From an optimization exercise on the open Yosys and OpenROAD flow, aimed at small area; shortcuts taken in it are not production practice. The RTL was checked by simulation tests, not by an equivalence proof against the original design. Power and IR drop assume default switching activity.

**flow/design.v**
```verilog
module wiegand_core (
    input  wire        clk,
    input  wire        rst,
    input  wire [2:0]  cfg,          
    input  wire        op_valid,
    input  wire [2:0]  op,
    input  wire        lineA,        
    input  wire        lineB,
    input  wire [31:0] now,          
    output reg         digit_valid,
    output wire [3:0]  digit,
    output reg         code_valid,
    output wire [23:0] code,
    output reg         data_valid,
    output wire [23:0] data,
    output reg         state_valid,
    output wire [7:0]  state
);
    localparam [2:0] OP_INIT  = 3'd0;
    localparam [2:0] OP_BIT   = 3'd1;
    localparam [2:0] OP_TICK  = 3'd2;
    localparam [2:0] OP_QUERY = 3'd3;
    localparam [2:0] OP_RESET = 3'd4;
    reg [24:0] frame;
    integer    fj;
    reg [4:0]  pos;               
    reg        par1;              
    reg        par2;              
    reg [31:0] acc_code;
    reg [2:0]  mul_cnt;           
    reg        mul_zero;          
    reg [3:1]  mul_prev;          
    reg        mul_carry;
    reg        acc_zero;          
    reg        f_conn;            
    reg        f_logic;           
    reg [7:1]  snapshot;          
    reg        first_pending;     
    reg [31:0] nlast;             
    reg        always_send;
    reg        byte_reorder;
    reg        keypad_en;
    reg        was_query;
    wire is_init  = rst | (op_valid & (op == OP_INIT));
    wire is_bit   = ~rst & op_valid & (op == OP_BIT);
    wire is_tick  = ~rst & op_valid & (op == OP_TICK);
    wire is_query = ~rst & op_valid & (op == OP_QUERY);
    wire is_reset = ~rst & op_valid & (op == OP_RESET);
    wire conn_now = lineA & lineB;
    wire [13:0] ec;
    wire [12:0] elo;
    assign ec[0] = 1'b1;
    genvar ei;
    generate for (ei = 0; ei < 13; ei = ei + 1) begin : sub
        assign elo[ei]  = now[ei] ^ nlast[ei] ^ ec[ei];
        assign ec[ei+1] = (now[ei] & nlast[ei]) | (ec[ei] & (now[ei] ^ nlast[ei]));
    end endgenerate
    wire [31:13] hc = {now[30:13] | nlast[30:13], ec[13]};
    wire [31:13] hx = (now[31:13] ^ hc) ^ nlast[31:13];
    wire         hi_zero = ~|hx;
    wire         gt5000  = ~hi_zero | (elo > 13'd5000);
    wire         gt20    = ~hi_zero | (elo > 13'd20);
    wire        timed     = is_bit | is_tick;
    wire        key_idle  = timed & gt5000;
    wire        frame_gap = timed & gt20 & (pos != 5'd31);
    wire       logic_fault = (lineA == lineB);
    wire       bit_value   = ~logic_fault & ~lineB;
    wire [4:0] wp          = frame_gap ? 5'd31 : pos;
    wire       first_half  = (wp == 5'd31) | (wp < 5'd12);
    wire       slot_d      = bit_value & (wp != 5'd0);
    wire [1:0] grp         = (byte_reorder & ~wp[3]) ? {~wp[4], 1'b0} : wp[4:3];
    wire       key_pos   = (wp == 5'd6);
    wire       last_pos  = (wp == 5'd24);
    wire [6:1] low_bits   = byte_reorder ? frame[22:17] : frame[6:1];
    wire [3:0] key_n1     = {low_bits[3:1], frame[0]};
    wire [3:0] key_n2     = {bit_value, low_bits[6:4]};
    wire       key_step   = is_bit & keypad_en & key_pos;
    wire       key_agree  = (key_n1 == key_n2);
    wire       key_digit  = key_step & key_agree & (key_n1 <= 4'd9);
    wire       key_submit = key_step & key_agree & (key_n1 == 4'd11);
    wire full_frame = is_bit & last_pos;
    wire run_emit   = frame_gap | full_frame;
    wire ep_p1      = par1;
    wire ep_p2      = frame_gap ? par2 : (par2 ^ bit_value);
    wire parity_ok  = ~ep_p1 & ep_p2;
    wire emit_data  = run_emit & parity_ok;
    wire        acc_is0     = acc_zero;
    wire        step0  = key_digit;
    wire        busy   = (mul_cnt != 3'd0);
    wire        mzero  = step0 ? acc_is0 : mul_zero;
    wire [3:0]  cur    = acc_code[3:0] & {4{~mzero}};
    wire        n8     = key_n1[3];
    wire        mx     = step0 ? n8 : mul_prev[3];
    wire [2:0]  my     = step0 ? ({3{n8}} | key_n1[2:0]) : mul_prev;
    wire        mci    = step0 ? (n8 & key_n1[0]) : mul_carry;
    wire [4:0]  msum   = {1'b0, cur[2:0], mx} + {1'b0, cur[0], my} + {4'd0, mci};
    wire        submit_send = key_submit & ~acc_is0 & (acc_code != 32'd0) & (acc_code[31:24] == 8'd0);
    wire key_action     = key_digit | key_submit;
    wire run_reset_proc = frame_gap | key_action | full_frame | is_reset;
    wire in_op_flags    = is_bit & ~frame_gap;    
    wire [7:1] notify_flags;
    assign notify_flags[1] = emit_data | key_digit | submit_send;
    assign notify_flags[2] = f_conn;
    assign notify_flags[3] = f_logic | (in_op_flags & logic_fault);
    assign notify_flags[4] = frame_gap;
    assign notify_flags[5] = frame_gap;
    assign notify_flags[6] = run_emit & ep_p1;
    assign notify_flags[7] = run_emit & ~ep_p2;
    wire notify_fire = run_reset_proc
                     & (first_pending | (notify_flags != {snapshot[7:6], snapshot[4], snapshot[4:1]}) | always_send);
    always @(posedge clk) begin
        if (is_init) begin
            always_send   <= cfg[0];
            byte_reorder  <= cfg[1];
            keypad_en     <= cfg[2];
            acc_zero      <= 1'b1;
            first_pending <= 1'b1;
            nlast         <= 32'hFFFF_FFFF;
            pos           <= 5'd31;
            f_conn        <= conn_now;
            f_logic       <= 1'b0;
        end else begin
            if (notify_fire) begin
                snapshot      <= {notify_flags[7:6], 1'b0, notify_flags[4:1]};
                first_pending <= 1'b0;
            end
            if (is_bit)
                nlast   <= ~now;
            if (key_action | full_frame | (frame_gap & ~is_bit) | is_reset) begin
                pos       <= 5'd31;
                f_conn    <= conn_now;
                f_logic   <= 1'b0;
            end else if (is_bit) begin
                pos       <= wp + 5'd1;
                if (frame_gap) begin
                    f_conn  <= conn_now;
                    f_logic <= logic_fault;
                end else begin
                    f_logic <= f_logic | logic_fault;
                end
            end
            if (key_digit) begin
                acc_zero <= 1'b0;
            end else if (key_idle | emit_data | key_submit) begin
                acc_zero <= 1'b1;
            end
        end
        if (is_bit) begin
            if (wp == 5'd31) begin
                par1 <= bit_value;
                par2 <= 1'b0;
            end else if (first_half)
                par1 <= par1 ^ bit_value;
            else
                par2 <= par2 ^ bit_value;
        end
        if (is_bit & (wp == 5'd31))
            frame[0] <= bit_value;
        for (fj = 0; fj < 24; fj = fj + 1)
            if (is_bit & (((grp == fj[4:3]) & (wp[2:0] == fj[2:0]) & (wp != 5'd24)) | (wp == 5'd0)))
                frame[fj + 1] <= (fj == 0)  ? (bit_value & ((wp != 5'd0) | ~byte_reorder)) :
                                 (fj == 16) ? (bit_value & ((wp != 5'd0) |  byte_reorder)) : slot_d;
        if (step0 | busy) begin
            acc_code <= {msum[3:0], acc_code[31:4]};
            mul_cnt  <= mul_cnt + 3'd1;
        end
        if (step0)
            mul_zero <= acc_is0;
        mul_prev  <= cur[3:1];
        mul_carry <= msum[4];
        digit_valid <= key_digit;
        code_valid  <= submit_send;
        data_valid  <= emit_data;
        state_valid <= notify_fire | is_query;
        was_query   <= is_query;
    end
    assign digit = key_n1;
    assign code  = acc_code[23:0];
    assign data  = frame[24:1];
    assign state = was_query ? {4'd0, f_logic, f_conn, 2'b01}
                           : {snapshot[7:6], snapshot[4], snapshot[4:1], 1'b1};
endmodule
```
**flow/flow/run.sh**
```bash
#!/bin/bash
# The standard layout (standard.sh, unchanged synthesis and steps), with
# - the port buffers that placement inserts made sky130_fd_sc_hd__buf_1
#   instead of the buffer buffer_ports picks by default (every port still
#   gets a buffer);
# - clock tree synthesis without dummy loads on the clock tree's leaves.
set -euo pipefail
export BUFFER_PORTS_ARGS="-buffer_cell sky130_fd_sc_hd__buf_1"
export CTS_ARGS="-sink_clustering_enable -repair_clock_nets -buf_list {sky130_fd_sc_hd__clkbuf_4 sky130_fd_sc_hd__clkbuf_8} -dont_use_dummy_load"
bash standard.sh > standard.log 2>&1
```
**flow/constraint.sdc**
```tcl
create_clock -name core_clock -period 16.0 [get_ports {clk}]
set_input_delay 3.2000 -clock core_clock [delete_from_list [all_inputs] [get_ports {clk}]]
set_output_delay 3.2000 -clock core_clock [all_outputs]
set_load 0.01 [all_outputs]
```
**flow/standard.sh**
```bash
#!/bin/bash
# synth_recipe.tcl (not shown) runs the flow's synth.tcl, then flattens the netlist and writes it again
# the make line also repeats each setting of config.mk as NAME=value (left out here)
make -C /OpenROAD-flow-scripts/flow DESIGN_CONFIG=/design/flow/config.mk WORK_HOME=/design/flow/orfs CLKGATE_MAP_FILE= SYNTH_SCRIPT=/design/flow/synth_recipe.tcl "${@:-finish}"
```
**flow/config.mk**
```make
export PLATFORM = sky130hd
export DESIGN_NAME = wiegand_core
export DESIGN_NICKNAME = wiegand_core
export VERILOG_FILES = /design/flow/design.v
export SDC_FILE = /design/flow/constraint.sdc
export NUM_CORES = 4
export LEC_CHECK = 0
export CAP_MARGIN = 20
export CORE_MARGIN = 2
export CORE_UTILIZATION = 40
export SLEW_MARGIN = 20
```
==> results of run 1 <==
metrics by stage:
stage          setup WS (ns)  instance area (um2)  hold WS, ns  utilization  power [uW]
5_1_grt                 3.74                 7130        0.456        0.447         867
4_1_cts                 4.54                 7130        0.442        0.447         828
6_report                4.41                 7130        0.440        0.447         818
3_3_place_gp            4.40                 6900        0.432        0.433         626
2_1_floorplan           4.89                 6530        0.417            -         605
3_5_place_dp            4.07                 6900        0.435        0.433         631
power by group:
group	internal, uW	switching (uW)	total, uW
logic	65.1	100	165
clock network	93.0	101	194
registers	419	40.2	459
cell families after synthesis:
group,Yosys count,share of synthesized area
XOR/XNOR,29,0.0389
AO/OA/AOI/OAI,138,0.148
adder cells (fa/ha/maj),29,0.0717
buffers and inverters,94,0.0734
other,1,0.000575
multiplexers,9,0.0146
AND/OR/NAND/NOR,201,0.168
flip-flops,122,0.485
worst reg2reg max path, delay by kind of cell, from the launching register on:
family | cells | cell delay [ns]
AOI/OAI and AO/OA | 3 | 0.67
xor gates and xnor gates | 1 | 0.08
adders and majority gates | 15 | 4.34
buffers and inverters | 7 | 0.46
DFF | 1 | 0.32
muxes | 1 | 0.42
and+or+nand+nor | 10 | 2.52
state kept, by name, summed over array words and instances (netlist names), 3 cells and up:
name and flops:
snapshot 6, frame 25, acc_code 32, pos 5
mul_cnt 3, mul_prev 3, nlast 32
layout make-up:
type	instances	share of cell area
Clock buffer	17	0.0328
Inverter	43	0.0230
Multi-Input combinational cell	407	0.405
Sequential cell	122	0.443
Tap cell	216	0.0379
Timing Repair Buffer	108	0.0584
placed cells by master, fill, tap and decap left out, types with 3 or more instances in the layout:
master / synthesis / final
o21ai_0: 12 / 12
fa_1: 14 / 14
o211ai_1: 36 / 36
nor4_1: 11 / 11
o21a_1: 9 / 9
a31oi_1: 5 / 5
mux2i_1: 5 / 5
or3_1: 6 / 6
inv_1: 41 / 41
nor2_1: 29 / 29
nand2_1: 65 / 65
nor3_1: 5 / 5
a222oi_1: 3 / 3
o2111ai_1: 3 / 3
buf_4: 28 / 3
and2_1: 10 / 10
clkbuf_8: 0 / 17
a211o_1: 5 / 5
xnor2_1: 22 / 22
edfxtp_1: 72 / 72
xor2_1: 7 / 7
nand4_1: 4 / 4
dfxtp_1: 50 / 50
nor2b_1: 8 / 8
buf_1: 0 / 105
a21oi_1: 31 / 30
nor4b_1: 4 / 4
and3_1: 3 / 3
or2_1: 4 / 4
o22ai_1: 6 / 6
nand3_1: 23 / 23
or2_2: 7 / 7
ha_1: 15 / 15
mux2_2: 4 / 4
final timing paths:
path,from,end,slack [ns],cells after the start
hold reg to reg,first_pending$_SDFFE_PP1P_,first_pending$_SDFFE_PP1P_,0.44,2
setup / recovery,now[0],acc_code[31]$_DFFE_PP_,4.41,38
setup reg to reg,nlast[0]$_SDFFE_PP1P_,acc_code[31]$_DFFE_PP_,6.98,37
hold / removal,first_pending$_SDFFE_PP1P_,first_pending$_SDFFE_PP1P_,0.44,2
routing by layer:
layer	global-route usage	vias up
li1	-	2370
met3	0.0540	24
met5	0	-
met2	0.256	153
met4	0.0646	0
met1	0.222	2258
==> impl_metrics.py, run 1 <==
metrics = {
    "synth": {
        "syn_nets": 695,
        "ys_top_cells_by_count": "72 x edfxtp_1, 65 x nand2_1, 50 x dfxtp_1",
        "ys.flop_type": "edfxtp_1",
        "ys_seq_area_frac": 0.485,
        "synth_area_leaders": "edfxtp_1 33%, dfxtp_1 15%, fa_1 4.3%",
        "synth_cell_types": 77,
        "ys_warn_count": 1,
        "synth_edf_count": 72,
        "postSynthCellCount": 623,
        "ys_ff_latch": 122,
        "syn_area_per_cell_um2": 10.5,
        "yosysTopAreaCell": "edfxtp_1",
        "netlist_area_um2": 6530,
        "synth_most_common_cell": "edfxtp_1",
        "synth-async-reset-ratio": 0,
        "synth_top_area_frac": 0.331,
    },
    "route": {
        "m1WireLength_um": 6510,
        "drt_iter0_drc": 404,
        "vias_per_cell": 5.26,
        "wl_met3_um": 927,
        "vias": 4805,
        "wirelength_um": 14100,
        "first_pass_iters": 5,
        "drcViolationCount": 0,
        "met2_length_um": 6330,
        "wl_per_cell_um": 15.4,
        "top_layer_used": "met4",
        "antenna_left": 0,
    },
    "critical_path": {
        "path_delay_family": "adder cells",
        "cp_slowest_cell": "fa_1",
        "cp-end-kind": "flop",
        "cpPeakStageDelay_ns": 0.43,
        "cpMostUsedCell": "fa_1",
        "critPathBufInv": 8,
        "arrival_ns": 11.78,
        "path_class": "primary input to flop",
        "start_kind": "primary input",
        "cp.required_ns": 16.20,
        "crit_fanout": 21,
    },
    "final_layout": {
        "fill_cells": 1599,
        "drive_gt1_frac": 0.0703,
        "ff_latch_area_um2": 3160,
        "fin_nets": 771,
        "diodes": 0,
        "multi_input_area_um2": 2890,
        "area_delta_synth_final_pct": 9.34,
        "layout.cells.non_filler": 913,
    },
    "sta": {
        "worstMarginPinSlew_ns": 0.985,
        "setup_viol": 0,
        "fin_crit_sh": 0.724,
        "clock_skew_ns": 0.0326,
        "period_minus_slack_ns": 11.59,
        "tns_ns": 0,
        "slew_viol_final": 0,
        "slew-limit-headroom": 0.343,
        "rsz0062_at_grt": "no",
        "hold_viol_final": 0,
        "fmax_ghz": 0.0863,
    },
    "clock_tree": {
        "worstSkewPairLatency_ns": 0.44,
        "clock_path_buffers": 2,
        "root_buffer": "clkbuf_8",
        "cts_setup_buffers": 0,
        "numCtsBuffers": 17,
        "h-tree-depth": 4,
        "cts_hold_buf": 0,
        "cts.clk_slew.worst_paths_ns": 0.07,
        "cts_sinks": 122,
        "ctsResizeCount": 0,
        "cts_tree": "yes",
    },
    "floorplan": {
        "die_y_um": 132,
        "die_w_um": 132,
        "die_area_um2": 17400,
        "start_util": 0.409,
        "rows": 46,
        "core_um2": 15900,
        "ios": 107,
    },
    "placement": {
        "dp.cells": 896,
        "post-dp-hpwl_um": 10500,
        "routabilityCongestion": 0.869,
        "port_buffers": 105,
    },
    "run_status": {
        "status": "finished clean",
    },
    "job": {
        "cap_violations": 0,
    },
    "global_route": {
        "grt_pass1_wl_um": 23300,
        "grt_max_degree": 95,
        "grtUsageTotal": 0.167,
        "grt_pass1_vias": 4711,
        "antenna_found_initial": 0,
        "grt_overflow_total": 0,
    },
    "power_and_ir_drop": {
        "powerDensity_nw_per_um2": 115,
        "max-vdd-ir-drop_v": 0.0000616,
        "leakage_uw": 0.00270,
    },
    "worst_hold_path": {
        "hold_path_class": "flop to flop",
    },
}
==> run 2, diff against run 1 <==
--- a/flow/flow/run.sh
+++ b/flow/flow/run.sh
@@ -8,3 +8,3 @@
 export BUFFER_PORTS_ARGS="-buffer_cell sky130_fd_sc_hd__buf_1"
-export CTS_ARGS="-sink_clustering_enable -repair_clock_nets -buf_list {sky130_fd_sc_hd__clkbuf_4 sky130_fd_sc_hd__clkbuf_8} -dont_use_dummy_load"
+export CTS_ARGS="-sink_clustering_enable -repair_clock_nets -buf_list sky130_fd_sc_hd__clkbuf_4 -dont_use_dummy_load"
 bash standard.sh > standard.log 2>&1
--- a/flow/config.mk
+++ b/flow/config.mk
@@ -9,3 +9,3 @@
 export CORE_MARGIN = 2
-export CORE_UTILIZATION = 40
+export CORE_UTILIZATION = 65
 export SLEW_MARGIN = 20
==> impl_metrics.py, run 2 <==
metrics = {
    "floorplan": {
        "ios": 107,
        "rows": 36,
        "die_w_um": 104,
        "start_util": 0.668,
        "die_y_um": 104,
        "die_area_um2": 10900,
        "core_um2": 9770,
    },
    "synth": {
        "ys_warn_count": 1,
        "synth_area_leaders": "edfxtp_1 33%, dfxtp_1 15%, fa_1 4.3%",
        "ys.flop_type": "edfxtp_1",
        "synth_cell_types": 77,
        "ys_seq_area_frac": 0.485,
        "yosysTopAreaCell": "edfxtp_1",
        "postSynthCellCount": 623,
        "netlist_area_um2": 6530,
        "synth_top_area_frac": 0.331,
        "ys_ff_latch": 122,
        "synth_edf_count": 72,
        "syn_area_per_cell_um2": 10.5,
        "synth_most_common_cell": "edfxtp_1",
        "synth-async-reset-ratio": 0,
        "syn_nets": 695,
        "ys_top_cells_by_count": "72 x edfxtp_1, 65 x nand2_1, 50 x dfxtp_1",
    },
    "clock_tree": {
        "ctsResizeCount": 0,
        "root_buffer": "clkbuf_4",
        "h-tree-depth": 4,
        "numCtsBuffers": 17,
        "cts_sinks": 122,
        "cts_hold_buf": 0,
        "cts_tree": "yes",
        "cts.clk_slew.worst_paths_ns": 0.09,
        "cts_setup_buffers": 0,
        "clock_path_buffers": 2,
        "worstSkewPairLatency_ns": 0.54,
    },
    "final_layout": {
        "ff_latch_area_um2": 3160,
        "final_util": 0.708,
        "fill_cells": 770,
        "mostFrequentLayoutCell": "buf_1",
        "final_cell_mix": "105 x buf_1, 72 x edfxtp_1, 65 x nand2_1",
        "drive_gt1_frac": 0.0703,
        "largestRegisters": "acc_code x32, nlast x32, frame x25",
        "fin_nets": 771,
        "area_delta_synth_final_pct": 6.12,
        "multi_input_area_um2": 2890,
        "diodes": 0,
    },
    "global_route": {
        "grtUsageTotal": 0.253,
        "grt_pass1_vias": 4530,
        "antenna_found_initial": 0,
        "grt_max_degree": 95,
        "grt_overflow_total": 0,
        "grt_pass1_wl_um": 21500,
    },
    "placement": {
        "port_buffers": 105,
        "routabilityCongestion": 0.883,
        "post-dp-hpwl_um": 9880,
        "pre_cts_slack_ns": 4.05,
    },
    "critical_path": {
        "cp-end-kind": "flop",
        "cp.required_ns": 16.28,
        "cp_slowest_cell": "fa_1",
        "crit_fanout": 21,
        "path_delay_family": "adder cells",
        "path_class": "primary input to flop",
        "start_kind": "primary input",
        "cpMostUsedCell": "fa_1",
        "cpPeakStageDelay_ns": 0.43,
        "arrival_ns": 11.78,
        "cp-startpoint": "now[0]",
        "critPathBufInv": 8,
        "r2r-start": "nlast[0]$_SDFFE_PP1P_",
    },
    "sta": {
        "worst_slack_ns": 4.50,
        "slew-limit-headroom": 0.393,
        "rsz0062_at_grt": "no",
        "tns_ns": 0,
        "slew_viol_final": 0,
        "fin_crit_sh": 0.719,
        "worstMarginPinSlew_ns": 0.911,
        "clock_skew_ns": 0.0276,
        "fmax_ghz": 0.0870,
        "hold_viol_final": 0,
        "period_minus_slack_ns": 11.50,
        "setup_viol": 0,
    },
    "power_and_ir_drop": {
        "max-vdd-ir-drop_v": 0.0000779,
        "powerDensity_nw_per_um2": 111,
        "leakage_uw": 0.00266,
    },
    "route": {
        "vias": 4806,
        "wirelength_um": 13200,
        "antenna_left": 0,
        "vias_per_cell": 5.79,
        "drt_iter0_drc": 291,
        "wl_per_cell_um": 15.9,
        "first_pass_iters": 5,
        "drcViolationCount": 0,
    },
    "worst_hold_path": {
        "min_from": "acc_code[24]$_DFFE_PP_",
        "hold_path_class": "flop to flop",
    },
    "job": {
        "cap_violations": 0,
    },
    "run_status": {
        "status": "finished clean",
    },
}
run 2: cell counts after synthesis:
Identical to the previous run, type by type.
run 2: layout make-up:
type                       instances  share of cell area
sequential                       122               0.457
timing repair buffer             108              0.0602
tap                              133              0.0240
multi-input combinational        407               0.417
clock buffer                      17              0.0184
inverter                          43              0.0237
run 2: worst paths after layout:
path / end / slack (ns) / cells past startpoint
max: acc_code[31]$_DFFE_PP_ / 4.50 / 37
max reg2reg: acc_code[31]$_DFFE_PP_ / 6.99 / 36
min reg2reg: acc_code[20]$_DFFE_PP_ / 0.46 / 0
min: acc_code[20]$_DFFE_PP_ / 0.46 / 0
run 2: through the flow:
stage / power (uW) / hold WS (ns) / instances / cell area (um2)
4_1_cts: 775 / 0.461 / 830 / 6920
2_1_floorplan: 605 / 0.417 / 623 / 6530
6_report: 770 / 0.459 / 830 / 6920
5_1_grt: 812 / 0.484 / 830 / 6920
3_5_place_dp: 635 / 0.451 / 813 / 6800
3_3_place_gp: 625 / 0.430 / 813 / 6800
run 2: metal layers:
metal	share of wire	routed length, um	global-route usage
met1	0.46	6100	0.346
met2	0.47	6160	0.388
met3	0.055	721	0.0664
met4	0.015	199	0.0956
met5	0	0	0
run 2: cell families (layout without fill, tap and decap cells):
family	count (synthesis)	in the layout	synth area share
other	1	1	0.000575
flip-flops	122	122	0.485
XOR/XNOR	29	29	0.0389
AND/OR/NAND/NOR	201	201	0.168
buffers and inverters	94	168	0.0734
adder cells (fa/ha/maj)	29	29	0.0717
AO/OA/AOI/OAI	138	138	0.148
multiplexers	9	9	0.0146
run 2: power breakdown:
| part | total, uW | switching [uW] | internal (uW) |
|---|---|---|---|
| clock | 142 | 93.8 | 48.3 |
| combinational | 169 | 103 | 65.8 |
| sequential | 460 | 41.4 | 418 |
| total | 770 | 238 | 532 |
==> run 3, diff against run 2 <==
--- a/flow/flow/run.sh
+++ b/flow/flow/run.sh
@@ -5,3 +5,6 @@
 #   gets a buffer);
-# - clock tree synthesis without dummy loads on the clock tree's leaves.
+# - clock tree synthesis with clkbuf_4 buffers and no dummy loads on the
+#   clock tree's leaves;
+# - after floorplanning, each combinational cell at its family's smallest
+#   drive strength (flow/downsize.tcl); later repair steps upsize as needed.
 set -euo pipefail
@@ -9,2 +12,3 @@
 export CTS_ARGS="-sink_clustering_enable -repair_clock_nets -buf_list sky130_fd_sc_hd__clkbuf_4 -dont_use_dummy_load"
+export POST_FLOORPLAN_TCL="$PWD/flow/downsize.tcl"
 bash standard.sh > standard.log 2>&1
==> flow/flow/downsize.tcl (new file) <==
# Give every combinational cell the smallest drive strength of its family.
# Runs at the end of floorplanning, before placement; the later repair steps
# (repair_design, repair_timing) upsize again wherever slew, capacitance or
# timing need it. Flip-flops, buffers and tie cells keep their cells.
set db [ord::get_db]
set block [ord::get_db_block]
set dont_use $::env(DONT_USE_CELLS)
set n 0
set saved 0.0
foreach inst [$block getInsts] {
  set master [$inst getMaster]
  set name [$master getName]
  if {![regexp {^(sky130_fd_sc_hd__[a-z0-9]+)_([0-9]+)$} $name -> base drive]} { continue }
  if {[regexp {__(s?e?df|dl|conb|tap|fill|decap|diode|buf|clkbuf|clkdly|dlygate|probe|lpflow)} $base]} { continue }
  set area [expr {double([$master getWidth]) * [$master getHeight]}]
  set best ""
  set best_area $area
  foreach d {0 1 2 4} {
    set cand "${base}_$d"
    if {$cand eq $name || [lsearch -exact $dont_use $cand] >= 0} { continue }
    set m [$db findMaster $cand]
    if {$m eq "NULL" || $m eq ""} { continue }
    set a [expr {double([$m getWidth]) * [$m getHeight]}]
    if {$a < $best_area} { set best $cand; set best_area $a }
  }
  if {$best ne ""} {
    replace_cell [$inst getName] $best
    incr n
    set saved [expr {$saved + ($area - $best_area) / 1e6}]
  }
}
puts "downsize: $n cells made smaller, [format %.1f $saved] um2 less"
==> impl_metrics.py, run 3 <==
metrics = {
    "run_status": {
        "status": "finished clean",
    },
    "critical_path": {
        "cp.depth": 36,
        "cp.required_ns": 16.30,
        "cp-end-kind": "flop",
        "reg2regPathDepth": 35,
        "path_class": "primary input to flop",
        "cpPeakStageDelay_ns": 0.61,
        "start_kind": "primary input",
        "crit_fanout": 21,
        "cp_slowest_cell": "nor2_1",
        "critPathBufInv": 9,
        "arrival_ns": 12.03,
        "path_delay_family": "adder cells",
        "cpMostUsedCell": "fa_1",
    },
    "clock_tree": {
        "cts.clk_slew.worst_paths_ns": 0.09,
        "cts_setup_buffers": 0,
        "worstSkewPairLatency_ns": 0.55,
        "cts_hold_buf": 0,
        "clock_path_buffers": 2,
        "h-tree-depth": 4,
        "numCtsBuffers": 17,
        "cts_tree": "yes",
        "root_buffer": "clkbuf_4",
        "ctsResizeCount": 0,
        "cts_sinks": 122,
    },
    "sta": {
        "fin_crit_sh": 0.733,
        "rsz0062_at_grt": "no",
        "slew_viol_final": 0,
        "hold_viol_final": 0,
        "worstMarginPinSlew_ns": 0.865,
        "slew-limit-headroom": 0.423,
        "clock_skew_ns": 0.0222,
        "setup_viol": 0,
        "period_minus_slack_ns": 11.73,
        "tns_ns": 0,
        "fmax_ghz": 0.0852,
    },
    "power_and_ir_drop": {
        "max-vdd-ir-drop_v": 0.0000762,
        "combPwrFrac": 0.219,
        "p_total_uw": 771,
        "leakage_uw": 0.00263,
        "p_seq_frac": 0.595,
        "internal-power_uw": 533,
        "p_switching_uw": 238,
        "powerDensity_nw_per_um2": 113,
        "sw_frac_of_total": 0.309,
        "p_clk_frac": 0.186,
    },
    "synth": {
        "ys_ff_latch": 122,
        "ys_top_cells_by_count": "72 x edfxtp_1, 65 x nand2_1, 50 x dfxtp_1",
        "syn_nets": 695,
        "netlist_area_um2": 6530,
        "synth_most_common_cell": "edfxtp_1",
        "syn_area_per_cell_um2": 10.5,
        "ys_seq_area_frac": 0.485,
        "postSynthCellCount": 623,
        "synth_edf_count": 72,
        "synth-async-reset-ratio": 0,
        "yosysTopAreaCell": "edfxtp_1",
        "ys_warn_count": 1,
        "ys.flop_type": "edfxtp_1",
        "synth_cell_types": 77,
        "synth_area_leaders": "edfxtp_1 33%, dfxtp_1 15%, fa_1 4.3%",
        "synth_top_area_frac": 0.331,
    },
    "route": {
        "vias_per_cell": 5.82,
        "drcViolationCount": 0,
        "first_pass_iters": 5,
        "vias": 4834,
        "antenna_left": 0,
        "drt_iter0_drc": 360,
        "wl_per_cell_um": 15.7,
        "wirelength_um": 13100,
    },
    "floorplan": {
        "ios": 107,
        "die_w_um": 104,
        "die_y_um": 104,
        "die_area_um2": 10900,
        "start_util": 0.668,
        "rows": 36,
        "core_um2": 9770,
    },
    "global_route": {
        "grt_overflow_total": 0,
        "grtUsageTotal": 0.255,
        "antenna_found_initial": 0,
        "grt_max_degree": 95,
        "grt_pass1_vias": 4467,
        "grt_pass1_wl_um": 21700,
    },
    "final_layout": {
        "fin_nets": 772,
        "drive_gt1_frac": 0.0530,
        "fill_cells": 821,
        "final_cell_area_um2": 6840,
        "mostFrequentLayoutCell": "buf_1",
        "area_delta_synth_final_pct": 4.77,
        "diodes": 0,
        "largestRegisters": "acc_code x32, nlast x32, frame x25",
        "final_cell_mix": "105 x buf_1, 72 x edfxtp_1, 65 x nand2_1",
    },
    "placement": {
        "port_buffers": 105,
        "routabilityCongestion": 0.881,
        "placedInstanceArea_um2": 6700,
        "post-dp-hpwl_um": 9790,
    },
    "job": {
        "cap_violations": 0,
    },
    "worst_hold_path": {
        "hold_path_class": "flop to flop",
        "hold_path_depth": 2,
    },
}
run 3: cell counts after synthesis:
No cell type changed its count.
run 3: per-stage QoR:
step / hold WS (ns) / util / instances / setup WS (ns)
after floorplan: 0.417 / - / 623 / 4.89
after global placement: 0.429 / 0.686 / 814 / 4.03
after detailed placement: 0.438 / 0.686 / 814 / 3.56
after CTS: 0.451 / 0.699 / 831 / 4.14
after global routing: 0.478 / 0.699 / 831 / 3.71
final: 0.448 / 0.699 / 831 / 4.27
run 3: logic make-up (layout without fill, tap and decap cells):
group,after synthesis,count (layout),synth area share
DFF,122,122,0.485
muxes,9,9,0.0146
and+or+nand+nor,201,201,0.168
xor gates and xnor gates,29,29,0.0389
buffers and inverters,94,169,0.0734
other,1,1,0.000575
AOI/OAI and AO/OA,138,138,0.148
adders and majority gates,29,29,0.0717
run 3: layout make-up:
| type | count | area [um2] | area share |
|---|---|---|---|
| sequential | 122 | 3160 | 0.463 |
| multi-input combinational | 407 | 2790 | 0.409 |
| timing repair buffer | 109 | 424 | 0.0620 |
| tap | 133 | 166 | 0.0243 |
| inverter | 43 | 161 | 0.0236 |
| clock buffer | 17 | 128 | 0.0187 |
run 3: worst paths after layout:
kind | from | end | slack (ns)
setup / recovery | now[0] | acc_code[30]$_DFFE_PP_ | 4.27
hold / removal | first_pending$_SDFFE_PP1P_ | first_pending$_SDFFE_PP1P_ | 0.45
setup reg to reg | nlast[0]$_SDFFE_PP1P_ | acc_code[30]$_DFFE_PP_ | 6.69
hold reg to reg | first_pending$_SDFFE_PP1P_ | first_pending$_SDFFE_PP1P_ | 0.45
run 3: metal layers:
metal,up-vias,GRT usage,part of all wire
li1,2373,-,-
met1,2257,0.352,0.44
met2,180,0.383,0.46
met3,24,0.0796,0.075
met4,0,0.0878,0.017
met5,-,0,0
run 3: tightest hold or removal path, stage by stage (launching register included):
cell and delay, ns:
dfxtp_1 0.31, nand2_1 0.05, nand2_1 0.04
run 3: power by group through the flow:
stage | clock network [uW] | logic, uW | registers, uW
2_1_floorplan | 0 | 156 | 449
3_3_place_gp | 0 | 160 | 463
3_5_place_dp | 0 | 171 | 467
4_1_cts | 147 | 171 | 460
5_1_grt | 158 | 187 | 467
6_report | 143 | 169 | 459
==> run 4, diff against run 3 <==
--- a/flow/flow/run.sh
+++ b/flow/flow/run.sh
@@ -11,3 +11,3 @@
 export BUFFER_PORTS_ARGS="-buffer_cell sky130_fd_sc_hd__buf_1"
-export CTS_ARGS="-sink_clustering_enable -repair_clock_nets -buf_list sky130_fd_sc_hd__clkbuf_4 -dont_use_dummy_load"
+export CTS_ARGS="-sink_clustering_enable -repair_clock_nets -buf_list sky130_fd_sc_hd__clkbuf_16 -sink_clustering_size 64 -sink_clustering_max_diameter 300 -dont_use_dummy_load"
 export POST_FLOORPLAN_TCL="$PWD/flow/downsize.tcl"
==> impl_metrics.py, run 4 <==
metrics = {
    "run_status": {
        "status": "finished clean",
    },
    "sta": {
        "period_minus_slack_ns": 11.88,
        "slew-limit-headroom": 0.422,
        "worstMarginPinSlew_ns": 0.867,
        "slew_viol_final": 0,
        "tns_ns": 0,
        "hold_viol_final": 0,
        "fmax_ghz": 0.0842,
        "setup_viol": 0,
        "hold_ws_ns": 0.443,
        "fin_crit_sh": 0.742,
        "rsz0062_at_grt": "no",
        "clock_skew_ns": 0.00991,
    },
    "clock_tree": {
        "root_buffer": "clkbuf_16",
        "h-tree-depth": 4,
        "ctsResizeCount": 0,
        "clock_path_buffers": 2,
        "numCtsBuffers": 17,
        "cts_sinks": 122,
        "worstSkewPairLatency_ns": 0.41,
        "cts_tree": "yes",
        "cts_setup_buffers": 0,
        "cts.clk_slew.worst_paths_ns": 0.05,
        "cts_hold_buf": 0,
    },
    "placement": {
        "routabilityCongestion": 0.881,
        "post-dp-hpwl_um": 9790,
        "dp.cells": 814,
        "port_buffers": 105,
    },
    "global_route": {
        "grtUsageTotal": 0.258,
        "grt_overflow_total": 0,
        "grt_pass1_wl_um": 22000,
        "grt_max_degree": 95,
        "grt_pass1_vias": 4547,
        "antenna_found_initial": 0,
    },
    "final_layout": {
        "fill_cells": 765,
        "mostFrequentLayoutCell": "buf_1",
        "diodes": 0,
        "final_util": 0.730,
        "largestRegisters": "acc_code x32, nlast x32, frame x25",
        "layout.cells.non_filler": 831,
        "multi_input_area_um2": 2790,
        "ff_latch_area_um2": 3160,
        "drive_gt1_frac": 0.0530,
        "fin_nets": 772,
        "final_cell_mix": "105 x buf_1, 72 x edfxtp_1, 65 x nand2_1",
        "area_delta_synth_final_pct": 9.34,
    },
    "route": {
        "vias": 4835,
        "drt_iter0_drc": 325,
        "first_pass_iters": 5,
        "vias_per_cell": 5.82,
        "drcViolationCount": 0,
        "wl_per_cell_um": 16.1,
        "antenna_left": 0,
        "wirelength_um": 13400,
    },
    "critical_path": {
        "arrival_ns": 12.04,
        "critical_path.endpoint": "acc_code[30]$_DFFE_PP_",
        "path_class": "primary input to flop",
        "cp-end-kind": "flop",
        "crit_fanout": 21,
        "cp.required_ns": 16.16,
        "cp_slowest_cell": "nor2_1",
        "cpPeakStageDelay_ns": 0.62,
        "r2r_end": "acc_code[30]$_DFFE_PP_",
        "cpMostUsedCell": "fa_1",
        "cp-startpoint": "now[0]",
        "start_kind": "primary input",
        "r2r-start": "nlast[0]$_SDFFE_PP1P_",
        "reg2regPathDepth": 35,
        "reg2reg_slack_ns": 6.69,
    },
    "synth": {
        "postSynthCellCount": 623,
        "synth-async-reset-ratio": 0,
        "ys_seq_area_frac": 0.485,
        "synth_most_common_cell": "edfxtp_1",
        "synth_top_area_frac": 0.331,
        "ys_warn_count": 1,
        "synth_cell_types": 77,
        "synth_edf_count": 72,
        "synth_area_leaders": "edfxtp_1 33%, dfxtp_1 15%, fa_1 4.3%",
        "ys_ff_latch": 122,
        "syn_nets": 695,
        "ys_top_cells_by_count": "72 x edfxtp_1, 65 x nand2_1, 50 x dfxtp_1",
        "yosysTopAreaCell": "edfxtp_1",
        "syn_area_per_cell_um2": 10.5,
        "netlist_area_um2": 6530,
        "ys.flop_type": "edfxtp_1",
    },
    "floorplan": {
        "die_w_um": 104,
        "ios": 107,
        "die_area_um2": 10900,
        "start_util": 0.668,
        "core_um2": 9770,
        "die_y_um": 104,
        "rows": 36,
    },
    "job": {
        "cap_violations": 0,
    },
    "power_and_ir_drop": {
        "powerDensity_nw_per_um2": 130,
        "leakage_uw": 0.00276,
        "max-vdd-ir-drop_v": 0.0000894,
    },
    "worst_hold_path": {
        "hold_path_class": "flop to flop",
    },
}
-- run 4: report_power, final --
| group | total (uW) | internal, uW | switching, uW |
|---|---|---|---|
| Clock | 298 | 183 | 115 |
| Combinational | 170 | 66.3 | 104 |
| Sequential | 462 | 420 | 41.8 |
| Total | 930 | 669 | 261 |
-- run 4: layout make-up --
type / count / area share
flip-flops and latches: 122 / 0.443
multi-input cells: 407 / 0.392
clock buffers: 17 / 0.0596
repair buffers: 109 / 0.0595
well taps: 133 / 0.0233
inverters: 43 / 0.0226
-- run 4: critical path: cells and delay by family --
family	cells	cell delay (ns)
xor+xnor	1	0.14
simple gates	8	2.53
compound gates	3	0.56
fa+ha+maj	15	4.80
buf+inv	9	0.79
-- run 4: logic make-up after synthesis --
group	count (synthesis)	synth area share
compound gates	138	0.148
xor+xnor	29	0.0389
fa+ha+maj	29	0.0717
buf+inv	94	0.0734
flops	122	0.485
mux	9	0.0146
other cells	1	0.000575
simple gates	201	0.168
-- run 4: through the flow --
stage / total power [uW] / area, um2 / setup slack (ns)
after floorplan: 605 / 6530 / 4.89
after global placement: 623 / 6700 / 4.03
final: 930 / 7130 / 4.12
after global routing: 970 / 7130 / 3.54
after CTS: 936 / 7130 / 3.98
after detailed placement: 638 / 6700 / 3.56
-- run 4: metal layers --
layer  track usage  routed length, um  up-vias
met1         0.353               5980     2269
li1              -                  -     2374
met4        0.0965                214        0
met5             0                  0        -
met3        0.0689                860       19
met2         0.398               6360      173
-- run 4: how the worst min path moves through the flow --
| stage | startpoint | to | slack, ns | cells past startpoint |
|---|---|---|---|---|
| after global placement | first_pending$_SDFFE_PP1P_ | first_pending$_SDFFE_PP1P_ | 0.43 | 2 |
| final | first_pending$_SDFFE_PP1P_ | first_pending$_SDFFE_PP1P_ | 0.44 | 2 |
| after floorplan | first_pending$_SDFFE_PP1P_ | first_pending$_SDFFE_PP1P_ | 0.42 | 2 |
| after CTS | first_pending$_SDFFE_PP1P_ | first_pending$_SDFFE_PP1P_ | 0.45 | 2 |
| after global routing | acc_code[26]$_DFFE_PP_ | acc_code[22]$_DFFE_PP_ | 0.47 | 0 |
| after detailed placement | first_pending$_SDFFE_PP1P_ | first_pending$_SDFFE_PP1P_ | 0.44 | 2 |
==> run 5, diff against run 4 <==
--- a/flow/flow/run.sh
+++ b/flow/flow/run.sh
@@ -11,3 +11,3 @@
 export BUFFER_PORTS_ARGS="-buffer_cell sky130_fd_sc_hd__buf_1"
-export CTS_ARGS="-sink_clustering_enable -repair_clock_nets -buf_list sky130_fd_sc_hd__clkbuf_16 -sink_clustering_size 64 -sink_clustering_max_diameter 300 -dont_use_dummy_load"
+export CTS_ARGS="-sink_clustering_enable -repair_clock_nets -buf_list sky130_fd_sc_hd__clkbuf_8 -sink_clustering_size 30 -sink_clustering_max_diameter 300 -dont_use_dummy_load"
 export POST_FLOORPLAN_TCL="$PWD/flow/downsize.tcl"
==> impl_metrics.py, run 5 <==
metrics = {
    "run_status": {
        "status": "finished clean",
    },
    "synth": {
        "synth_top_area_frac": 0.331,
        "ys_top_cells_by_count": "72 x edfxtp_1, 65 x nand2_1, 50 x dfxtp_1",
        "synth_cell_types": 77,
        "ys_ff_latch": 122,
        "netlist_area_um2": 6530,
        "syn_area_per_cell_um2": 10.5,
        "synth_edf_count": 72,
        "postSynthCellCount": 623,
        "yosysTopAreaCell": "edfxtp_1",
        "ys_warn_count": 1,
        "syn_nets": 695,
        "synth_area_leaders": "edfxtp_1 33%, dfxtp_1 15%, fa_1 4.3%",
        "synth_most_common_cell": "edfxtp_1",
        "ys.flop_type": "edfxtp_1",
        "synth-async-reset-ratio": 0,
        "ys_seq_area_frac": 0.485,
    },
    "route": {
        "first_pass_iters": 5,
        "vias": 4822,
        "vias_per_cell": 5.80,
        "drcViolationCount": 0,
        "drt_iter0_drc": 301,
        "wirelength_um": 13100,
        "antenna_left": 0,
        "wl_per_cell_um": 15.8,
    },
    "clock_tree": {
        "ctsResizeCount": 0,
        "numCtsBuffers": 17,
        "root_buffer": "clkbuf_8",
        "cts_tree": "yes",
        "cts_setup_buffers": 0,
        "cts_hold_buf": 0,
        "worstSkewPairLatency_ns": 0.43,
        "clock_path_buffers": 2,
        "h-tree-depth": 4,
        "cts_sinks": 122,
        "cts.clk_slew.worst_paths_ns": 0.06,
    },
    "critical_path": {
        "cp-startpoint": "now[0]",
        "path_class": "primary input to flop",
        "start_kind": "primary input",
        "cp_slowest_cell": "nor2_1",
        "cp-end-kind": "flop",
        "cp.required_ns": 16.18,
        "cpPeakStageDelay_ns": 0.60,
        "r2r-start": "nlast[0]$_SDFFE_PP1P_",
        "arrival_ns": 12.02,
        "crit_fanout": 21,
        "cpMostUsedCell": "fa_1",
    },
    "floorplan": {
        "core_um2": 9770,
        "die_area_um2": 10900,
        "ios": 107,
        "start_util": 0.668,
        "rows": 36,
        "die_y_um": 104,
        "die_w_um": 104,
    },
    "power_and_ir_drop": {
        "powerDensity_nw_per_um2": 119,
        "leakage_uw": 0.00267,
        "max-vdd-ir-drop_v": 0.0000788,
    },
    "global_route": {
        "grt_max_degree": 95,
        "grt_overflow_total": 0,
        "grtUsageTotal": 0.253,
        "antenna_found_initial": 0,
        "grt_pass1_vias": 4448,
        "grt_pass1_wl_um": 21600,
    },
    "final_layout": {
        "final_util": 0.710,
        "fin_nets": 772,
        "diodes": 0,
        "area_delta_synth_final_pct": 6.40,
        "largestRegisters": "acc_code x32, nlast x32, frame x25",
        "drive_gt1_frac": 0.0530,
        "mostFrequentLayoutCell": "buf_1",
        "final_cell_mix": "105 x buf_1, 72 x edfxtp_1, 65 x nand2_1",
    },
    "worst_hold_path": {
        "min_from": "first_pending$_SDFFE_PP1P_",
        "hold_path_class": "flop to flop",
    },
    "sta": {
        "slew_viol_final": 0,
        "tns_ns": 0,
        "fmax_ghz": 0.0844,
        "fin_crit_sh": 0.740,
        "rsz0062_at_grt": "no",
        "worstMarginPinSlew_ns": 0.869,
        "period_minus_slack_ns": 11.84,
        "slew-limit-headroom": 0.420,
        "clock_skew_ns": 0.0140,
        "hold_viol_final": 0,
        "setup_viol": 0,
    },
    "placement": {
        "port_buffers": 105,
        "post-dp-hpwl_um": 9790,
        "routabilityCongestion": 0.881,
    },
    "job": {
        "cap_violations": 0,
    },
}
run 5: changes by cell type in the layout (fill, tap and decap cells not counted):
cell / previous run / this run
clkbuf_16: 17 / 0
clkbuf_8: 0 / 17
run 5: path summary, 6_finish.rpt:
check	cells past startpoint	slack, ns	endpoint
worst max register to register	35	6.71	acc_code[30]$_DFFE_PP_
worst max-delay path	36	4.16	acc_code[30]$_DFFE_PP_
worst min register to register	2	0.44	first_pending$_SDFFE_PP1P_
worst min-delay path	2	0.44	first_pending$_SDFFE_PP1P_
run 5: area by class of cell:
type	instances	area [um2]
tap	133	166
multi-input combinational	407	2790
timing repair buffer	109	424
sequential	122	3160
clock buffer	17	234
fill	805	2830
inverter	43	161
run 5: logic make-up after synthesis:
logic type	Yosys count	share of synthesized area
AND/OR/NAND/NOR	201	0.168
AO/OA/AOI/OAI	138	0.148
flip-flops	122	0.485
buffers and inverters	94	0.0734
adder cells (fa/ha/maj)	29	0.0717
XOR/XNOR	29	0.0389
multiplexers	9	0.0146
other	1	0.000575
run 5: critical path: cells and delay by family:
family	cells	cell delay, ns
xor+xnor	1	0.14
compound gates	3	0.56
simple gates	8	2.52
fa+ha+maj	15	4.79
buf+inv	9	0.78
run 5: per-layer routing:
metal	up-vias	GRT usage	wire (um)
li1	2370	-	-
met1	2272	0.352	5970
met2	161	0.389	6190
met3	19	0.0702	804
met4	0	0.0782	142
met5	-	0	0
run 5: stage by stage:
stage | hold slack, ns | worst slack [ns] | instance area [um2] | power, uW | cells
5_1_grt | 0.474 | 3.57 | 6940 | 864 | 831
2_1_floorplan | 0.417 | 4.89 | 6530 | 605 | 623
3_3_place_gp | 0.429 | 4.03 | 6700 | 623 | 814
4_1_cts | 0.447 | 4.01 | 6940 | 831 | 831
6_report | 0.444 | 4.16 | 6940 | 825 | 831
3_5_place_dp | 0.438 | 3.56 | 6700 | 638 | 814
run 5: report_power, final:
group / total (uW) / internal, uW / switching, uW
combinational: 168 / 66.3 / 102
sequential: 461 / 419 / 41.6
clock: 195 / 93.2 / 102
total: 825 / 579 / 246
==> run 6, diff against run 5 <==
--- a/flow/flow/run.sh
+++ b/flow/flow/run.sh
@@ -11,3 +11,3 @@
 export BUFFER_PORTS_ARGS="-buffer_cell sky130_fd_sc_hd__buf_1"
-export CTS_ARGS="-sink_clustering_enable -repair_clock_nets -buf_list sky130_fd_sc_hd__clkbuf_8 -sink_clustering_size 30 -sink_clustering_max_diameter 300 -dont_use_dummy_load"
+export CTS_ARGS="-sink_clustering_enable -repair_clock_nets -buf_list sky130_fd_sc_hd__clkbuf_4 -sink_clustering_levels 1 -dont_use_dummy_load"
 export POST_FLOORPLAN_TCL="$PWD/flow/downsize.tcl"
==> impl_metrics.py, run 6 <==
metrics = {
    "run_status": {
        "status": "finished clean",
    },
    "sta": {
        "hold_viol_final": 0,
        "period_minus_slack_ns": 11.73,
        "fin_crit_sh": 0.733,
        "setup_viol": 0,
        "slew_viol_final": 0,
        "hold_ws_ns": 0.448,
        "slew-limit-headroom": 0.423,
        "clock_skew_ns": 0.0222,
        "rsz0062_at_grt": "no",
        "worst_slack_ns": 4.27,
        "fmax_ghz": 0.0852,
        "tns_ns": 0,
        "worstMarginPinSlew_ns": 0.865,
    },
    "clock_tree": {
        "clock_path_buffers": 2,
        "cts_hold_buf": 0,
        "ctsResizeCount": 0,
        "h-tree-depth": 4,
        "cts_sinks": 122,
        "cts.clk_slew.worst_paths_ns": 0.09,
        "worstSkewPairLatency_ns": 0.55,
        "root_buffer": "clkbuf_4",
        "cts_setup_buffers": 0,
        "cts_tree": "yes",
        "numCtsBuffers": 17,
    },
    "floorplan": {
        "die_y_um": 104,
        "rows": 36,
        "core_um2": 9770,
        "ios": 107,
        "die_w_um": 104,
        "die_area_um2": 10900,
        "start_util": 0.668,
    },
    "final_layout": {
        "final_cell_mix": "105 x buf_1, 72 x edfxtp_1, 65 x nand2_1",
        "final_cell_area_um2": 6840,
        "area_delta_synth_final_pct": 4.77,
        "fill_cells": 821,
        "ff_latch_area_um2": 3160,
        "mostFrequentLayoutCell": "buf_1",
        "largestRegisters": "acc_code x32, nlast x32, frame x25",
        "drive_gt1_frac": 0.0530,
        "diodes": 0,
        "fin_nets": 772,
        "multi_input_area_um2": 2790,
    },
    "critical_path": {
        "cp-end-kind": "flop",
        "cpPeakStageDelay_ns": 0.61,
        "r2r-start": "nlast[0]$_SDFFE_PP1P_",
        "start_kind": "primary input",
        "arrival_ns": 12.03,
        "reg2regPathDepth": 35,
        "cp.required_ns": 16.30,
        "cp_slowest_cell": "nor2_1",
        "r2r_end": "acc_code[30]$_DFFE_PP_",
        "crit_fanout": 21,
        "path_class": "primary input to flop",
        "cpMostUsedCell": "fa_1",
        "reg2reg_slack_ns": 6.69,
    },
    "global_route": {
        "grt_max_degree": 95,
        "grt_pass1_wl_um": 21700,
        "grt_overflow_total": 0,
        "antenna_found_initial": 0,
        "grt_pass1_vias": 4467,
        "grtUsageTotal": 0.255,
    },
    "synth": {
        "ys.flop_type": "edfxtp_1",
        "synth_most_common_cell": "edfxtp_1",
        "ys_warn_count": 1,
        "synth_edf_count": 72,
        "synth_area_leaders": "edfxtp_1 33%, dfxtp_1 15%, fa_1 4.3%",
        "synth-async-reset-ratio": 0,
        "syn_area_per_cell_um2": 10.5,
        "postSynthCellCount": 623,
        "netlist_area_um2": 6530,
        "ys_seq_area_frac": 0.485,
        "ys_top_cells_by_count": "72 x edfxtp_1, 65 x nand2_1, 50 x dfxtp_1",
        "syn_nets": 695,
        "yosysTopAreaCell": "edfxtp_1",
        "synth_top_area_frac": 0.331,
        "synth_cell_types": 77,
        "ys_ff_latch": 122,
    },
    "route": {
        "drcViolationCount": 0,
        "antenna_left": 0,
        "wl_per_cell_um": 15.7,
        "vias_per_cell": 5.82,
        "first_pass_iters": 5,
        "vias": 4834,
        "drt_iter0_drc": 360,
        "wirelength_um": 13100,
    },
    "power_and_ir_drop": {
        "sw_frac_of_total": 0.309,
        "p_switching_uw": 238,
        "combPwrFrac": 0.219,
        "p_clk_frac": 0.186,
        "max-vdd-ir-drop_v": 0.0000762,
        "powerDensity_nw_per_um2": 113,
        "leakage_uw": 0.00263,
        "p_seq_frac": 0.595,
        "internal-power_uw": 533,
    },
    "placement": {
        "port_buffers": 105,
        "post-dp-hpwl_um": 9790,
        "pre_cts_slack_ns": 3.56,
        "placedInstanceArea_um2": 6700,
        "routabilityCongestion": 0.881,
    },
    "job": {
        "cap_violations": 0,
    },
    "worst_hold_path": {
        "hold_path_class": "flop to flop",
        "hold_path_depth": 2,
        "min_to": "first_pending$_SDFFE_PP1P_",
        "min_from": "first_pending$_SDFFE_PP1P_",
    },
}
[run 6: cell count changes in the layout (fill, tap and decap cells not counted)]
cell and delta:
clkbuf_4 +17, clkbuf_8 -17
[run 6: worst max-delay path: cells and delay by family]
family                     cells  cell delay (ns)
adders and majority gates     15             4.79
xor gates and xnor gates       1             0.14
AOI/OAI and AO/OA              3             0.56
buffers and inverters          9             0.79
and+or+nand+nor                8             2.53
[run 6: worst max path at each step]
stage	from	endpoint	cells after the start
after floorplan	now[0]	acc_code[30]$_DFFE_PP_	37
after global placement	now[0]	acc_code[30]$_DFFE_PP_	37
after detailed placement	now[0]	acc_code[30]$_DFFE_PP_	37
after CTS	now[0]	acc_code[30]$_DFFE_PP_	37
after global routing	now[0]	acc_code[30]$_DFFE_PP_	37
final	now[0]	acc_code[30]$_DFFE_PP_	36
[run 6: final cells by class]
cell class	instances	share of cell area
tap	133	0.0243
multi-input combinational	407	0.409
timing repair buffer	109	0.0620
clock buffer	17	0.0187
inverter	43	0.0236
sequential	122	0.463
[run 6: metrics by stage]
stage / total power [uW] / cells / util
2_1_floorplan: 605 / 623 / -
5_1_grt: 813 / 831 / 0.699
6_report: 771 / 831 / 0.699
4_1_cts: 778 / 831 / 0.699
3_5_place_dp: 638 / 814 / 0.686
3_3_place_gp: 623 / 814 / 0.686
[run 6: cells by family after synthesis]
group,Yosys count,synth area share
AOI/OAI and AO/OA,138,0.148
xor gates and xnor gates,29,0.0389
adders and majority gates,29,0.0717
buffers and inverters,94,0.0734
DFF,122,0.485
muxes,9,0.0146
other,1,0.000575
and+or+nand+nor,201,0.168
[run 6: metal layers]
layer | vias up | track usage | wire length, um
li1 | 2373 | - | -
met1 | 2257 | 0.352 | 5800
met2 | 180 | 0.383 | 6050
met3 | 24 | 0.0796 | 978
met4 | 0 | 0.0878 | 217
met5 | - | 0 | 0
[run 6: power groups by stage]
| stage | combinational (uW) | sequential [uW] | clock (uW) |
|---|---|---|---|
| 6_report | 169 | 459 | 143 |
| 5_1_grt | 187 | 467 | 158 |
| 4_1_cts | 171 | 460 | 147 |
| 3_5_place_dp | 171 | 467 | 0 |
| 3_3_place_gp | 160 | 463 | 0 |
| 2_1_floorplan | 156 | 449 | 0 |
==> run 7, diff against run 6 <==
--- a/flow/flow/run.sh
+++ b/flow/flow/run.sh
@@ -11,3 +11,3 @@
 export BUFFER_PORTS_ARGS="-buffer_cell sky130_fd_sc_hd__buf_1"
-export CTS_ARGS="-sink_clustering_enable -repair_clock_nets -buf_list sky130_fd_sc_hd__clkbuf_4 -sink_clustering_levels 1 -dont_use_dummy_load"
+export CTS_ARGS="-repair_clock_nets -buf_list sky130_fd_sc_hd__clkbuf_4 -dont_use_dummy_load"
 export POST_FLOORPLAN_TCL="$PWD/flow/downsize.tcl"
==> impl_metrics.py, run 7 <==
metrics = {
    "run_status": {
        "status": "finished clean",
    },
    "sta": {
        "slew_viol_final": 0,
        "slew-limit-headroom": 0.423,
        "tns_ns": 0,
        "clock_skew_ns": 0.0222,
        "fin_crit_sh": 0.733,
        "worstMarginPinSlew_ns": 0.865,
        "hold_ws_ns": 0.448,
        "fmax_ghz": 0.0852,
        "rsz0062_at_grt": "no",
        "setup_viol": 0,
        "hold_viol_final": 0,
        "period_minus_slack_ns": 11.73,
    },
    "route": {
        "wl_met3_um": 978,
        "wirelength_um": 13100,
        "m1WireLength_um": 5800,
        "first_pass_iters": 5,
        "antenna_left": 0,
        "vias": 4834,
        "drt_iter0_drc": 360,
        "drcViolationCount": 0,
        "wl_per_cell_um": 15.7,
        "vias_per_cell": 5.82,
        "top_layer_used": "met4",
        "met2_length_um": 6050,
    },
    "final_layout": {
        "largestRegisters": "acc_code x32, nlast x32, frame x25",
        "final_util": 0.699,
        "fill_cells": 821,
        "fin_nets": 772,
        "layout.cells.non_filler": 831,
        "final_cell_area_um2": 6840,
        "area_delta_synth_final_pct": 4.77,
        "mostFrequentLayoutCell": "buf_1",
        "final_cell_mix": "105 x buf_1, 72 x edfxtp_1, 65 x nand2_1",
        "drive_gt1_frac": 0.0530,
        "diodes": 0,
    },
    "floorplan": {
        "die_area_um2": 10900,
        "core_um2": 9770,
        "start_util": 0.668,
        "ios": 107,
        "die_y_um": 104,
        "rows": 36,
        "die_w_um": 104,
    },
    "power_and_ir_drop": {
        "max-vdd-ir-drop_v": 0.0000762,
        "leakage_uw": 0.00263,
        "powerDensity_nw_per_um2": 113,
    },
    "critical_path": {
        "cp.required_ns": 16.30,
        "arrival_ns": 12.03,
        "cp_slowest_cell": "nor2_1",
        "crit_fanout": 21,
        "cpPeakStageDelay_ns": 0.61,
        "path_class": "primary input to flop",
        "cpMostUsedCell": "fa_1",
        "cp-end-kind": "flop",
        "start_kind": "primary input",
    },
    "clock_tree": {
        "cts_tree": "yes",
        "clock_path_buffers": 2,
        "cts_sinks": 122,
        "cts_setup_buffers": 0,
        "cts_hold_buf": 0,
        "worstSkewPairLatency_ns": 0.55,
        "h-tree-depth": 4,
        "numCtsBuffers": 17,
        "cts.clk_slew.worst_paths_ns": 0.09,
        "ctsResizeCount": 0,
        "root_buffer": "clkbuf_4",
    },
    "global_route": {
        "grtUsageTotal": 0.255,
        "grt_max_degree": 95,
        "grt_pass1_vias": 4467,
        "antenna_found_initial": 0,
        "grt_overflow_total": 0,
        "grt_pass1_wl_um": 21700,
    },
    "synth": {
        "netlist_area_um2": 6530,
        "ys.flop_type": "edfxtp_1",
        "ys_seq_area_frac": 0.485,
        "syn_area_per_cell_um2": 10.5,
        "synth_edf_count": 72,
        "synth-async-reset-ratio": 0,
        "ys_top_cells_by_count": "72 x edfxtp_1, 65 x nand2_1, 50 x dfxtp_1",
        "ys_ff_latch": 122,
        "syn_nets": 695,
        "synth_area_leaders": "edfxtp_1 33%, dfxtp_1 15%, fa_1 4.3%",
        "synth_cell_types": 77,
        "synth_top_area_frac": 0.331,
        "synth_most_common_cell": "edfxtp_1",
        "ys_warn_count": 1,
        "postSynthCellCount": 623,
        "yosysTopAreaCell": "edfxtp_1",
    },
    "worst_hold_path": {
        "hold_path_class": "flop to flop",
    },
    "placement": {
        "routabilityCongestion": 0.881,
        "post-dp-hpwl_um": 9790,
        "port_buffers": 105,
        "dp.cells": 814,
        "placedInstanceArea_um2": 6700,
    },
    "job": {
        "cap_violations": 0,
    },
}
-- run 7: cell counts after synthesis --
No cell type changed its count.
-- run 7: metrics by stage --
step	total power (uW)	setup WS [ns]
after floorplan	605	4.89
after global placement	623	4.03
after detailed placement	638	3.56
after CTS	778	4.14
after global routing	813	3.71
final	771	4.27
-- run 7: path summary, 6_finish.rpt --
| check | from | endpoint | slack [ns] | cells past startpoint |
|---|---|---|---|---|
| setup / recovery | now[0] | acc_code[30]$_DFFE_PP_ | 4.27 | 36 |
| hold / removal | first_pending$_SDFFE_PP1P_ | first_pending$_SDFFE_PP1P_ | 0.45 | 2 |
| setup reg to reg | nlast[0]$_SDFFE_PP1P_ | acc_code[30]$_DFFE_PP_ | 6.69 | 35 |
| hold reg to reg | first_pending$_SDFFE_PP1P_ | first_pending$_SDFFE_PP1P_ | 0.45 | 2 |
-- run 7: kinds of logic (layout without fill, tap and decap cells) --
logic type / after synthesis / count (layout) / share of synthesized area
AO/OA/AOI/OAI: 138 / 138 / 0.148
XOR/XNOR: 29 / 29 / 0.0389
adder cells (fa/ha/maj): 29 / 29 / 0.0717
buffers and inverters: 94 / 169 / 0.0734
flip-flops: 122 / 122 / 0.485
multiplexers: 9 / 9 / 0.0146
other: 1 / 1 / 0.000575
AND/OR/NAND/NOR: 201 / 201 / 0.168
-- run 7: power breakdown --
| part | internal, uW | total [uW] | switching [uW] |
|---|---|---|---|
| Combinational | 66.4 | 169 | 102 |
| Sequential | 418 | 459 | 40.8 |
| Clock | 48.3 | 143 | 95.1 |
-- run 7: area by class of cell --
type / instances / area, um2 / share of cell area
flip-flops and latches: 122 / 3160 / 0.463
multi-input cells: 407 / 2790 / 0.409
repair buffers: 109 / 424 / 0.0620
well taps: 133 / 166 / 0.0243
inverters: 43 / 161 / 0.0236
clock buffers: 17 / 128 / 0.0187
-- run 7: worst max-delay path: cells and delay by family --
kind                       cells  cell delay, ns
AOI/OAI and AO/OA              3            0.56
and+or+nand+nor                8            2.53
buffers and inverters          9            0.79
xor gates and xnor gates       1            0.14
adders and majority gates     15            4.79
-- run 7: metal layers --
| layer | vias up | GRT usage |
|---|---|---|
| li1 | 2373 | - |
| met1 | 2257 | 0.352 |
| met2 | 180 | 0.383 |
| met3 | 24 | 0.0796 |
| met4 | 0 | 0.0878 |
| met5 | - | 0 |
==> run 8, diff against run 7 <==
--- a/flow/design.v
+++ b/flow/design.v
@@ -60,4 +60,7 @@
     wire         hi_zero = ~|hx;
-    wire         gt5000  = ~hi_zero | (elo > 13'd5000);
-    wire         gt20    = ~hi_zero | (elo > 13'd20);
+    wire ge5001 = elo[12] & (elo[11] | elo[10] | (elo[9] & elo[8] & elo[7] &
+                  (elo[6] | elo[5] | elo[4] | (elo[3] & (elo[2] | elo[1] | elo[0])))));
+    wire ge21   = (|elo[12:5]) | (elo[4] & (elo[3] | (elo[2] & (elo[1] | elo[0]))));
+    wire         gt5000  = ~hi_zero | ge5001;
+    wire         gt20    = ~hi_zero | ge21;
     wire        timed     = is_bit | is_tick;
--- a/flow/flow/run.sh
+++ b/flow/flow/run.sh
@@ -11,3 +11,3 @@
 export BUFFER_PORTS_ARGS="-buffer_cell sky130_fd_sc_hd__buf_1"
-export CTS_ARGS="-repair_clock_nets -buf_list sky130_fd_sc_hd__clkbuf_4 -dont_use_dummy_load"
+export CTS_ARGS="-sink_clustering_enable -repair_clock_nets -buf_list sky130_fd_sc_hd__clkbuf_4 -dont_use_dummy_load"
 export POST_FLOORPLAN_TCL="$PWD/flow/downsize.tcl"
==> impl_metrics.py, run 8 <==
metrics = {
    "final_layout": {
        "largestRegisters": "acc_code x32, nlast x32, frame x25",
        "diodes": 0,
        "final_cell_mix": "105 x buf_1, 72 x edfxtp_1, 62 x nand2_1",
        "fill_cells": 773,
        "mostFrequentLayoutCell": "buf_1",
        "drive_gt1_frac": 0.0477,
        "layout.cells.non_filler": 825,
        "area_delta_synth_final_pct": 5.72,
        "fin_nets": 766,
    },
    "floorplan": {
        "die_w_um": 103,
        "start_util": 0.664,
        "die_y_um": 103,
        "rows": 36,
        "core_um2": 9680,
        "ios": 107,
        "die_area_um2": 10700,
    },
    "synth": {
        "synth_cell_types": 62,
        "synth_area_leaders": "edfxtp_1 34%, dfxtp_1 16%, fa_1 4.4%",
        "synth-async-reset-ratio": 0,
        "ys_seq_area_frac": 0.492,
        "syn_area_per_cell_um2": 10.4,
        "synth_most_common_cell": "edfxtp_1",
        "netlist_area_um2": 6430,
        "yosysTopAreaCell": "edfxtp_1",
        "syn_nets": 689,
        "ys.flop_type": "edfxtp_1",
        "ys_warn_count": 1,
        "postSynthCellCount": 617,
        "synth_edf_count": 72,
        "ys_top_cells_by_count": "72 x edfxtp_1, 62 x nand2_1, 50 x dfxtp_1",
        "synth_top_area_frac": 0.336,
        "ys_ff_latch": 122,
    },
    "global_route": {
        "grt_overflow_total": 0,
        "antenna_found_initial": 0,
        "grt_max_degree": 67,
        "grt_pass1_wl_um": 20800,
        "grt_pass1_vias": 4437,
        "grtUsageTotal": 0.259,
    },
    "sta": {
        "fin_crit_sh": 0.748,
        "rsz0062_at_grt": "no",
        "slew-limit-headroom": 0.398,
        "worstMarginPinSlew_ns": 0.900,
        "clock_skew_ns": 0.0365,
        "hold_viol_final": 0,
        "fmax_ghz": 0.0835,
        "slew_viol_final": 0,
        "period_minus_slack_ns": 11.97,
        "setup_viol": 0,
        "tns_ns": 0,
    },
    "critical_path": {
        "arrival_ns": 12.23,
        "cpPeakStageDelay_ns": 0.68,
        "path_class": "primary input to flop",
        "cp_slowest_cell": "nor3_1",
        "cp-startpoint": "now[0]",
        "start_kind": "primary input",
        "cpMostUsedCell": "fa_1",
        "crit_fanout": 14,
        "cp.required_ns": 16.26,
        "r2r-start": "nlast[0]$_SDFFE_PP1P_",
        "cp-end-kind": "flop",
    },
    "route": {
        "wirelength_um": 13000,
        "first_pass_iters": 4,
        "vias": 4834,
        "vias_per_cell": 5.86,
        "wl_per_cell_um": 15.8,
        "drt_iter0_drc": 222,
        "drcViolationCount": 0,
        "antenna_left": 0,
    },
    "clock_tree": {
        "cts.clk_slew.worst_paths_ns": 0.11,
        "cts_sinks": 122,
        "cts_tree": "yes",
        "ctsResizeCount": 0,
        "worstSkewPairLatency_ns": 0.54,
        "numCtsBuffers": 17,
        "clock_path_buffers": 2,
        "h-tree-depth": 4,
        "cts_hold_buf": 0,
        "cts_setup_buffers": 0,
        "root_buffer": "clkbuf_4",
    },
    "power_and_ir_drop": {
        "max-vdd-ir-drop_v": 0.0000741,
        "internal-power_uw": 530,
        "p_clk_frac": 0.184,
        "sw_frac_of_total": 0.303,
        "leakage_uw": 0.00265,
        "p_seq_frac": 0.605,
        "p_switching_uw": 231,
        "combPwrFrac": 0.211,
        "powerDensity_nw_per_um2": 112,
    },
    "placement": {
        "post-dp-hpwl_um": 9670,
        "routabilityCongestion": 0.883,
        "port_buffers": 105,
        "dp.cells": 808,
    },
    "worst_hold_path": {
        "hold_path_class": "flop to flop",
        "min_from": "acc_code[30]$_DFFE_PP_",
    },
    "job": {
        "cap_violations": 0,
    },
    "run_status": {
        "status": "finished clean",
    },
}
[run 8: cell count changes after synthesis, moves of 8 or more]
cell	before	now
nand4_1	4	18
o21ai_0	12	20
nand3_1	23	14
nor3_1	5	15
[run 8: worst paths after layout]
check,to,slack (ns),cells after the start
hold / removal,acc_code[26]$_DFFE_PP_,0.41,0
setup / recovery,acc_code[30]$_DFFE_PP_,4.03,39
setup reg to reg,acc_code[30]$_DFFE_PP_,6.47,38
hold reg to reg,acc_code[26]$_DFFE_PP_,0.41,0
[run 8: kinds of logic after synthesis]
logic type | share of synthesized area
AOI/OAI and AO/OA | 0.143
xor gates and xnor gates | 0.0422
adders and majority gates | 0.0728
buffers and inverters | 0.0742
DFF | 0.492
muxes | 0.0243
other | 0.000583
and+or+nand+nor | 0.150
[run 8: power by group through the flow]
stage	sequential [uW]	combinational (uW)	clock, uW
2_1_floorplan	449	155	0
3_3_place_gp	464	156	0
3_5_place_dp	467	162	0
4_1_cts	461	163	145
5_1_grt	468	182	158
6_report	460	161	140
[run 8: layer usage]
layer,wire length (um),GRT usage,vias to the layer above
met5,0,0,-
met4,233,0.100,0
met3,920,0.0780,21
met2,6190,0.406,169
met1,5660,0.338,2294
li1,-,-,2350
[run 8: critical path, delay by kind of cell]
| family | cells | cell delay (ns) |
|---|---|---|
| buffers and inverters | 12 | 0.93 |
| AOI/OAI and AO/OA | 3 | 1.07 |
| adders and majority gates | 16 | 4.89 |
| and+or+nand+nor | 7 | 2.00 |
| xor gates and xnor gates | 1 | 0.14 |
[run 8: final cells by class]
type / instances / area (um2) / area share
Clock buffer: 17 / 128 / 0.0188
Inverter: 49 / 184 / 0.0271
Multi-Input combinational cell: 396 / 2740 / 0.403
Sequential cell: 122 / 3160 / 0.465
Tap cell: 133 / 166 / 0.0245
Timing Repair Buffer: 108 / 417 / 0.0613
[run 8: metrics by stage]
| step | utilization | power, uW | setup slack (ns) | hold slack [ns] | area (um2) |
|---|---|---|---|---|---|
| after floorplan | - | 604 | 4.63 | 0.417 | 6430 |
| final | 0.702 | 761 | 4.03 | 0.414 | 6800 |
| after global placement | 0.689 | 620 | 3.94 | 0.433 | 6670 |
| after global routing | 0.702 | 808 | 3.45 | 0.425 | 6800 |
| after detailed placement | 0.689 | 629 | 3.54 | 0.436 | 6670 |
| after CTS | 0.702 | 768 | 4.09 | 0.423 | 6800 |

-- afterwards: timing with drivers on the ports --
In the flow no input, the clock included, has a driving cell. The finished layouts below were timed again as built, in two steps.
Step 1: set_driving_cell puts a clkbuf_16 on clk and a buf_2 on each other input, an assumption about the parent block.
Step 2 moves the port delays by t, midway between the first and last clock arrival at a register: inputs arrive t later, outputs are due t later. That takes back most of the time a late clock gives input paths.
Three values: no drivers, after step 1, after step 2; two values: the first two.
| run | shift t [ns] | setup slack, ns | hold WS [ns] | pins driven straight from the clock port |
|---|---|---|---|---|
| run 1 | 0.460 | 4.412 / 4.426 / 3.966 | 0.440 / 0.440 / 0.440 | 1 |
| run 2 | 0.559 | 4.503 / 4.515 / 3.956 | 0.459 / 0.459 / 0.459 | 1 |
| run 3 | 0.569 | 4.267 / 4.278 / 3.709 | 0.448 / 0.448 / 0.448 | 1 |
| run 4 | 0.446 | 4.120 / 4.136 / 3.690 | 0.443 / 0.443 / 0.443 | 1 |
| run 5 | 0.461 | 4.158 / 4.170 / 3.709 | 0.444 / 0.444 / 0.444 | 1 |
| run 6 | 0.569 | 4.267 / 4.278 / 3.709 | 0.448 / 0.448 / 0.448 | 1 |
| run 7 | 0.569 | 4.267 / 4.278 / 3.709 | 0.448 / 0.448 / 0.448 | 1 |
| run 8 | 0.553 | 4.030 / 4.043 / 3.490 | 0.414 / 0.414 / 0.414 | 1 |
After both steps every run listed still meets setup and hold.
